From an optimization exercise on the open Yosys and OpenROAD flow, aimed at small area; shortcuts taken in it are not production practice. In this exercise RTL edits were held to simulation tests only and were not proved equivalent to the original.

## job 1152
// rpirf_pltc
module rpirf_pltc (
    input  wire        clk,
    input  wire        rst,           
    input  wire        bus_valid,
    input  wire        bus_we,
    input  wire [7:0]  bus_addr,
    input  wire [31:0] bus_wdata,
    output reg  [31:0] bus_rdata,
    output reg         bus_err,
    output reg         drv_req,
    output reg  [1:0]  drv_op,
    input  wire        drv_ack,
    input  wire        drv_err,
    output wire        line_level,
    output wire        line_owned
);
    localparam [1:0] ST_NONE = 2'd0, ST_ENABLED = 2'd1, ST_DISABLED = 2'd2;
    localparam [3:0] R_OK = 4'd0, R_NOT_INIT = 4'd1, R_DOUBLE_TEARDOWN = 4'd2,
                     R_IO = 4'd3, R_RELEASE = 4'd4, R_ACQUIRE = 4'd5,
                     R_BAD_PROTOCOL = 4'd6, R_LINE_OWNED = 4'd7, R_BAD_CMD = 4'd8;
    localparam [1:0] OP_SET_LOW = 2'b00, OP_SET_HIGH = 2'b01,
                     OP_ACQUIRE = 2'b10, OP_RELEASE = 2'b11;
    reg [1:0]  state;
    reg        busy;
    reg        reject;
    reg [3:0]  result;
    reg [31:0] arg_proto, arg_repeat, arg_pulse, arg_bitlen;
    reg [31:0] code_lo, code_hi;
    reg [2:0]  dev_proto;
    reg [31:0] dev_repeat, dev_pulse, dev_bitlen;
  ...
Size: about 530 flip-flops, roughly 23,000 sq um of cells after synthesis.
clock: 12.0 ns
lec_check: 0
cap_margin: 20
core_margin: 2
core_utilization: 75
slew_margin: 20
standard.sh (not shown) runs the stock make flow with config.mk's settings and CLKGATE_MAP_FILE= SYNTH_SCRIPT=/design/flow/synth_recipe.tcl, a recipe that flattens the netlist after the stock synthesis.
==> flow/flow/run.sh <==
#!/bin/bash
# The standard layout (standard.sh), with three changes:
#  - synthesis: the standard synthesis script, except that ABC maps the
#    logic with flow/area.abc (area-oriented mapping) in place of the
#    speed script; everything else (flip-flop mapping, flatten, renames)
#    is synth_recipe.tcl unchanged
#  - clock tree: clkbuf_8 sink buffers on clusters of at most 18 sinks and
#    55 um, and no dummy loads
#  - port buffers: the smallest buffer cell, buf_1
# ORFS writes each step's full log under orfs/logs/; make's own output is
# in standard.log here.
set -euo pipefail
W=$PWD
{
  echo "# ABC with the area script in flow/area.abc"
  echo "proc abc {args} {"
  echo "  set i [lsearch -exact \$args -script]"
  echo "  if {\$i >= 0} { lset args [expr {\$i + 1}] $W/flow/area.abc }"
  echo "  yosys abc {*}\$args"
  echo "}"
  cat "$W/synth_recipe.tcl"
} > "$W/flow/my_synth.tcl"
sed "s|SYNTH_SCRIPT=[^ ]*|SYNTH_SCRIPT=$W/flow/my_synth.tcl|" standard.sh > "$W/flow/my_standard.sh"
grep -q "SYNTH_SCRIPT=$W/flow/my_synth.tcl" "$W/flow/my_standard.sh"
export CTS_ARGS="-sink_clustering_enable -repair_clock_nets -dont_use_dummy_load -sink_clustering_size 18 -sink_clustering_max_diameter 55 -buf_list sky130_fd_sc_hd__clkbuf_8"
export BUFFER_PORTS_ARGS="-buffer_cell sky130_fd_sc_hd__buf_1"
bash "$W/flow/my_standard.sh" > standard.log 2>&1
==> flow/flow/area.abc <==
&get -n
&st
&dc2
&st
&dc2
&st
&dch -f
&nf -a -R 1000
&put
topo
stime -c
[inputs] job 8793 vs job 1152
- swapping 75 for 70 in CORE_UTILIZATION
==> flow/flow/run.sh <==
#!/bin/bash
# The standard layout (standard.sh), with three changes:
#  - synthesis: the standard synthesis script, except that ABC maps the
#    logic with flow/area.abc (area-oriented mapping) in place of the
#    speed script; everything else (flip-flop mapping, flatten, renames)
#    is synth_recipe.tcl unchanged
#  - clock tree: clkbuf_8 sink buffers on clusters of at most 16 sinks and
#    50 um, and no dummy loads
#  - port buffers: the smallest buffer cell, buf_1
# ORFS writes each step's full log under orfs/logs/; make's own output is
# in standard.log here.
set -euo pipefail
W=$PWD
{
  echo "# ABC with the area script in flow/area.abc"
  echo "proc abc {args} {"
  echo "  set i [lsearch -exact \$args -script]"
  echo "  if {\$i >= 0} { lset args [expr {\$i + 1}] $W/flow/area.abc }"
  echo "  yosys abc {*}\$args"
  echo "}"
  cat "$W/synth_recipe.tcl"
} > "$W/flow/my_synth.tcl"
sed "s|SYNTH_SCRIPT=[^ ]*|SYNTH_SCRIPT=$W/flow/my_synth.tcl|" standard.sh > "$W/flow/my_standard.sh"
grep -q "SYNTH_SCRIPT=$W/flow/my_synth.tcl" "$W/flow/my_standard.sh"
export CTS_ARGS="-sink_clustering_enable -repair_clock_nets -dont_use_dummy_load -sink_clustering_size 16 -sink_clustering_max_diameter 50 -buf_list sky130_fd_sc_hd__clkbuf_8"
export BUFFER_PORTS_ARGS="-buffer_cell sky130_fd_sc_hd__buf_1"
bash "$W/flow/my_standard.sh" > standard.log 2>&1
## What came out
Re last weighted congestion value of the routability-driven placer: job 8793 is 1.9% down on job 1152.
Per the comparison of job 8793 with job 1152, arrival time of data at the critical path endpoint moved up, worst-case setup margin in the final layout moved down, clock period minus final worst setup slack moved up.

re-timing with driven ports:
Ports are ideal in the flow. The routed layouts listed here were re-timed in OpenROAD.
Step 1 assumes that a clkbuf_16 drives the clock port and a buf_2 every other input.
Step 2 moves the port delays by t, midway between the first and last clock arrival at a register: inputs arrive t later, outputs are due t later. That takes back most of the time a late clock gives input paths.
Slacks: no drivers / after step 1 / after step 2; pairs: no drivers / after step 1.
| run | t (ns) | setup slack, ns | hold slack, ns | worst slew at a driven data input, ns |
|---|---|---|---|---|
| job 1152 | 0.625 | 4.180 / 4.180 / 4.180 | 0.377 / 0.377 / 0.377 | 0.04 |
| job 8793 | 0.632 | 3.941 / 3.941 / 3.941 | 0.451 / 0.451 / 0.451 | 0.05 |
After both steps every run listed still meets setup and hold.
